Source: an optimization exercise on an open RTL-to-GDS flow (aim: small area, a short achievable clock period and few clock cycles). Production flows keep margins and buffers that such runs may drop.
Only simulation tests tie the RTL to the original design; equivalence was not proved.

==> flow/design.v (excerpt) <==
module bcd_codec (
    input  wire        clk,
    input  wire        rst,
    input  wire        start,
    input  wire        op,        
    input  wire [63:0] amt,
    input  wire [4:0]  scale,
    input  wire [47:0] bcd_in,
    output wire        ready,
    output reg         done,
    output wire        error,
    output wire [47:0] result
);
For scale: about 160 flip-flops.
clock: 8.0 ns
lec_check: 0
abc_area: 1
cap_margin: 0
core_margin: 2
core_utilization: 40
place_density: 0.6
setup_slack_margin: 3.0
slew_margin: 0
run.sh (not shown) runs the stock make flow with config.mk's settings and CLKGATE_MAP_FILE= SYNTH_SCRIPT=/design/flow/synth_recipe.tcl, a recipe that flattens the netlist after the stock synthesis.
Testbench counts at the start, summed over its fixed seeds: cycles 7,944.
Change:
CAP_MARGIN = 20   (was 0)
SETUP_SLACK_MARGIN = 2.5   (was 3.0)
SLEW_MARGIN = 20   (was 0)
=> Routed wire length is lower by 2.0%; area after synthesis does not change; utilization is lower by 2.2 points; clock skew barely changes; clock-buffer cell count stays the same.

## oak
bcd_codec, a different RTL version from the one above (not shown whole).
Size in the first run: about 3500 cells after synthesis, about 160 flip-flops.
Settings: LEC_CHECK=0, ABC_AREA=1, CAP_MARGIN=20, CORE_MARGIN=2, CORE_UTILIZATION=40, CTS_BUF_LIST=sky130_fd_sc_hd__clkbuf_4 sky130_fd_sc_hd__clkbuf_8, PLACE_DENSITY=0.6, SETUP_SLACK_MARGIN=3.2, SLEW_MARGIN=20; clock period 8.0 ns.
standard.sh (not shown) runs the stock make flow with config.mk's settings and CLKGATE_MAP_FILE= SYNTH_SCRIPT=/design/flow/synth_recipe.tcl, a recipe that flattens the netlist after the stock synthesis.
==> flow/flow/run.sh <==
#!/bin/bash
# The standard layout (the standard.sh: ORFS synthesis through finish),
# with the ports buffered by plain buffers (sky130_fd_sc_hd__buf_1) instead
# of the delay buffers ORFS's buffer_ports picks by default. Every port still
# gets its buffer; nothing else changes.
set -euo pipefail
export BUFFER_PORTS_ARGS="-buffer_cell sky130_fd_sc_hd__buf_1"
bash standard.sh > standard.log 2>&1
oak ended with every stage complete and zero timing, DRC or antenna violations.
Testbench counts of oak, summed over its fixed seeds: cycles 7,944.
Input-level comparison between pine and oak:
# oak
export LEC_CHECK = 0
export ABC_AREA = 1
export CAP_MARGIN = 20
export CORE_MARGIN = 2
export CORE_UTILIZATION = 40
export CTS_BUF_LIST = sky130_fd_sc_hd__clkbuf_4 sky130_fd_sc_hd__clkbuf_8
export PLACE_DENSITY = 0.6
export SETUP_SLACK_MARGIN = 3.2
export SLEW_MARGIN = 20
create_clock -name core_clock -period 8.0 [get_ports {clk}]
# pine
export LEC_CHECK = 0
export ABC_AREA = 1
export CAP_MARGIN = 20
export CORE_MARGIN = 2
export CORE_UTILIZATION = 40
export CTS_BUF_LIST = sky130_fd_sc_hd__clkbuf_4 sky130_fd_sc_hd__clkbuf_8
export PLACE_DENSITY = 0.6
export SETUP_SLACK_MARGIN = 2.8
export SLEW_MARGIN = 20
create_clock -name core_clock -period 8.0 [get_ports {clk}]
==> notes.md <==
- For pine and oak, there was not a single run that failed to finish clean.
- The share of post-route cells with drive strength above 1 reported for pine is smaller than that of oak by 5.4 points.
- Length of routed met2 wiring: pine and oak compared, lower one is pine
- Cell area after layout (pine over oak): decrease, 5.1%
- Relative to oak, filler cell count increased by 1.4% in pine.
- In pine, relative area of non-clock buffer cells in the final design is lower than in oak.
- Taking oak as the reference point, the filler-free cell count of the finished design of pine falls by about 1.3%.
Setup changes, pine to birch
# pine
export LEC_CHECK = 0
export ABC_AREA = 1
export CAP_MARGIN = 20
export CORE_MARGIN = 2
export CORE_UTILIZATION = 40
export CTS_BUF_LIST = sky130_fd_sc_hd__clkbuf_4 sky130_fd_sc_hd__clkbuf_8
export PLACE_DENSITY = 0.6
export SETUP_SLACK_MARGIN = 2.8
export SLEW_MARGIN = 20
create_clock -name core_clock -period 8.0 [get_ports {clk}]
# birch
export LEC_CHECK = 0
export ABC_AREA = 1
export CAP_MARGIN = 20
export CORE_MARGIN = 2
export CORE_UTILIZATION = 50
export PLACE_DENSITY = 0.65
export SETUP_SLACK_MARGIN = 3.0
export SLEW_MARGIN = 20
create_clock -name core_clock -period 8.0 [get_ports {clk}]
==> flow/run.sh (new file) <==
#!/bin/bash
# synth_recipe.tcl (not shown) runs the flow's synth.tcl, then flattens the netlist and writes it again
# the make line also repeats each setting of config.mk as NAME=value (left out here)
make -C /OpenROAD-flow-scripts/flow DESIGN_CONFIG=/design/flow/config.mk WORK_HOME=/design/flow/orfs CLKGATE_MAP_FILE= SYNTH_SCRIPT=/design/flow/synth_recipe.tcl finish
removed: flow/flow/run.sh
removed: flow/standard.sh
birch ended with every stage complete and zero timing, DRC or antenna violations. Delta (birch minus pine): number of distinct library cells after synthesis level, starting density of the core now larger, sum of net half-perimeters after detailed placement rose about 6.4%. A worst setup path endpoint of result[46] is what pine shows, while init[11] belongs to birch.
The following lists how maple was set up differently from birch:
# birch
export LEC_CHECK = 0
export ABC_AREA = 1
export CAP_MARGIN = 20
export CORE_MARGIN = 2
export CORE_UTILIZATION = 50
export PLACE_DENSITY = 0.65
export SETUP_SLACK_MARGIN = 3.0
export SLEW_MARGIN = 20
create_clock -name core_clock -period 8.0 [get_ports {clk}]
# maple
export LEC_CHECK = 0
export ABC_AREA = 1
export CAP_MARGIN = 20
export CORE_MARGIN = 2
export CORE_UTILIZATION = 40
export PLACE_DENSITY = 0.6
export SETUP_SLACK_MARGIN = 3.2
export SLEW_MARGIN = 20
create_clock -name core_clock -period 8.0 [get_ports {clk}]
==> flow/flow/run.sh (new file) <==
#!/bin/bash
# The standard layout (the standard.sh: ORFS synthesis through finish),
# with the ports buffered by plain buffers (sky130_fd_sc_hd__buf_1) instead
# of the delay buffers ORFS's buffer_ports picks by default. Every port still
# gets its buffer; nothing else changes.
set -euo pipefail
export BUFFER_PORTS_ARGS="-buffer_cell sky130_fd_sc_hd__buf_1"
bash standard.sh > standard.log 2>&1
==> flow/standard.sh (new file) <==
#!/bin/bash
# synth_recipe.tcl (not shown) runs the flow's synth.tcl, then flattens the netlist and writes it again
# the make line also repeats each setting of config.mk as NAME=value (left out here)
make -C /OpenROAD-flow-scripts/flow DESIGN_CONFIG=/design/flow/config.mk WORK_HOME=/design/flow/orfs CLKGATE_MAP_FILE= SYNTH_SCRIPT=/design/flow/synth_recipe.tcl "${@:-finish}"
removed: flow/run.sh
--- outcome ---
For birch and maple, there was not a single run that failed to finish clean.
Critical path depth ended up 12 lower on maple than on birch.
maple has count of clock-buffer cells in the layout above what birch had.

==> what the ideal ports hide <==
The results above use ideal ports. As a check the final layouts listed here were re-extracted and re-timed, cells and wires unchanged. Step 1 sets driving cells, clkbuf_16 on the clock port and buf_2 on the other inputs (assumed; they add their load-dependent delay and slew). Step 2 moves the port delays by t, midway between the first and last clock arrival at a register: inputs arrive t later, outputs are due t later. That takes back most of the time a late clock gives input paths. a / b / c = ideal / step 1 / step 2; a / b = the first two.
| run | t (ns) | setup WS [ns] | worst slew at a driven data input, ns |
|---|---|---|---|
| the first run of note 1 | 0.546 | 3.050 / 3.082 / 2.541 | 0.06 |
| the second run of note 1 | 0.548 | 2.746 / 2.706 / 2.230 | 0.05 |
| oak | 0.627 | 3.129 / 3.075 / 2.751 | 0.07 |
| pine | 0.577 | 3.016 / 2.960 / 2.605 | 0.07 |
| birch | 0.565 | 2.982 / 2.990 / 2.425 | 0.11 |
| maple | 0.553 | 3.169 / 3.111 / 2.719 | 0.07 |
After both steps every run listed still meets setup and hold. For birch, which loses most, drivers alone change the setup slack by +0.008 ns; drivers and shift together by -0.557 ns.
